This design comes from an exercise in tuning for small area and a short achievable clock period on the open sky130 flow, not from production work.
Only simulation tests tie the RTL to the original design; equivalence was not proved.
Power figures rest on the tool's default switching activity, not on a simulated workload.

== rev 12 ==
Design rlwe_rec, start of the top module:
module rlwe_rec (
    input  wire         clk,
    input  wire         rst,         
    input  wire         in_valid,
    input  wire         in_mode,     
    input  wire [127:0] in_x,        
    input  wire         in_bit,      
    input  wire [7:0]   in_r,        
    output reg          out_valid,
    output reg  [7:0]   out_r,       
    output reg          out_key      
);
For scale: about 1,700 cells after synthesis, ~210 flip-flops, about 150 I/O pins, roughly 0.015 mm² of cells after synthesis.
clock: 15.0 ns
lec_check: 0
cap_margin: 20
core_margin: 2
core_utilization: 65
cts_buf_list: sky130_fd_sc_hd__clkbuf_8
place_density: 0.75
slew_margin: 20
standard.sh (not shown) runs the stock make flow with config.mk's settings and CLKGATE_MAP_FILE= SYNTH_SCRIPT=/design/flow/synth_recipe.tcl, a recipe that flattens the netlist after the stock synthesis.
==> flow/flow/run.sh <==
#!/bin/bash
set -e
export BUFFER_PORTS_ARGS="-buffer_cell sky130_fd_sc_hd__buf_1"
export SETUP_SLACK_MARGIN=10.75
export CTS_ARGS="-sink_clustering_enable -repair_clock_nets -buf_list sky130_fd_sc_hd__clkbuf_8 -dont_use_dummy_load -sink_clustering_size 16 -sink_clustering_max_diameter 60"
echo "BUFFER_PORTS_ARGS=$BUFFER_PORTS_ARGS" > run.log
echo "SETUP_SLACK_MARGIN=$SETUP_SLACK_MARGIN" >> run.log
bash standard.sh > standard.log 2>&1
echo "standard.sh finished" >> run.log
What rev 13 does differently from rev 12 at the input level:
- swapping sky130_fd_sc_hd__clkbuf_8 for sky130_fd_sc_hd__clkbuf_4 in CTS_BUF_LIST
==> flow/flow/run.sh <==
#!/bin/bash
set -e
export BUFFER_PORTS_ARGS="-buffer_cell sky130_fd_sc_hd__buf_1"
export SETUP_SLACK_MARGIN=10.75
export SETUP_MOVE_SEQUENCE="unbuffer,sizeup,swap"
export CTS_ARGS="-sink_clustering_enable -repair_clock_nets -buf_list sky130_fd_sc_hd__clkbuf_4 -dont_use_dummy_load -sink_clustering_size 8 -sink_clustering_max_diameter 50"
{
  echo "BUFFER_PORTS_ARGS=$BUFFER_PORTS_ARGS"
  echo "SETUP_SLACK_MARGIN=$SETUP_SLACK_MARGIN"
  echo "CTS_ARGS=$CTS_ARGS"
} > run.log
bash standard.sh > standard.log 2>&1
echo "standard.sh finished" >> run.log
==> run summary <==
Timing, DRC, antenna: 0 failures across rev 13 and rev 12
Diff rev 13 and rev 12: cell area higher in rev 12
For the number of buffers inserted to repair setup after CTS, rev 13 came in 26 lower than rev 12 did.
Higher number of nets in the layout goes to rev 12 over rev 13.

---

rlwe_rec again, from the RTL that the note above started with.
Settings: LEC_CHECK=0, CAP_MARGIN=20, CORE_MARGIN=2, CORE_UTILIZATION=65, CTS_BUF_LIST=sky130_fd_sc_hd__clkbuf_4, PLACE_DENSITY=0.75, SLEW_MARGIN=20; clock period 15.0 ns.
==> flow/flow/run.sh <==
#!/bin/bash
set -e
export BUFFER_PORTS_ARGS="-buffer_cell sky130_fd_sc_hd__buf_1"
export SETUP_SLACK_MARGIN=10.75
export CTS_ARGS="-sink_clustering_enable -repair_clock_nets -buf_list sky130_fd_sc_hd__clkbuf_4 -dont_use_dummy_load"
echo "BUFFER_PORTS_ARGS=$BUFFER_PORTS_ARGS" > run.log
echo "SETUP_SLACK_MARGIN=$SETUP_SLACK_MARGIN" >> run.log
bash standard.sh > standard.log 2>&1
echo "standard.sh finished" >> run.log
The first run ran to the end with no violations.
Next try:
==> flow/run.sh (new file) <==
#!/bin/bash
# synth_recipe.tcl (not shown) runs the flow's synth.tcl, then flattens the netlist and writes it again
# the make line also repeats each setting of config.mk as NAME=value (left out here)
make -C /OpenROAD-flow-scripts/flow DESIGN_CONFIG=/design/flow/config.mk WORK_HOME=/design/flow/orfs CLKGATE_MAP_FILE= SYNTH_SCRIPT=/design/flow/synth_recipe.tcl finish
- CORE_UTILIZATION: 65 -> 40
- CTS_BUF_LIST: sky130_fd_sc_hd__clkbuf_4 -> unset
- PLACE_DENSITY: 0.75 -> unset
removed: flow/flow/run.sh
removed: flow/standard.sh
Effect: The changed run completed with no timing, DRC or antenna violations. Non-clock buffer count decreases by 34. Via count drops by 3.8%. Design area rises by 5.3%. Area after synthesis stays the same. Total power climbs by about 1.6%. Register-to-register slack is worse by 0.68 ns. Setup slack degrades by 0.95 ns. Routed wire length is higher by about 4.3%. Global-route usage decreases by 11 points. Utilization falls by 26 points.

[static timing again, ports no longer ideal]
In the flow no input, the clock included, has a driving cell. The finished layouts below were timed again as built, in two steps.
Step 1 (the two cells are an assumption about what drives the block):
set clk [get_ports {clk}]
set_driving_cell -lib_cell sky130_fd_sc_hd__clkbuf_16 $clk
set_driving_cell -lib_cell sky130_fd_sc_hd__buf_2 [delete_from_list [all_inputs] $clk]
Step 2, shift: input delay + t, output delay - t, t = (earliest + latest rising clock arrival at the registers) / 2. This alone moves slack from input paths to output paths.
Three values: no drivers, after step 1, after step 2; two values: the first two.
run	t, ns	setup slack, ns	cell pins on the clock port's net
rev 12	0.560	10.324 / 10.312 / 9.751	1
rev 13	0.633	10.328 / 10.328 / 9.752	1
the first run of note 2	0.688	10.341 / 10.341 / 9.713	1
the second run of note 2	0.593	9.395 / 9.426 / 8.834	1
After both steps every run listed still meets setup and hold. The setup slack of the first run of note 2, which loses most, moves by 0.000 ns with the drivers and by -0.628 ns with both steps.
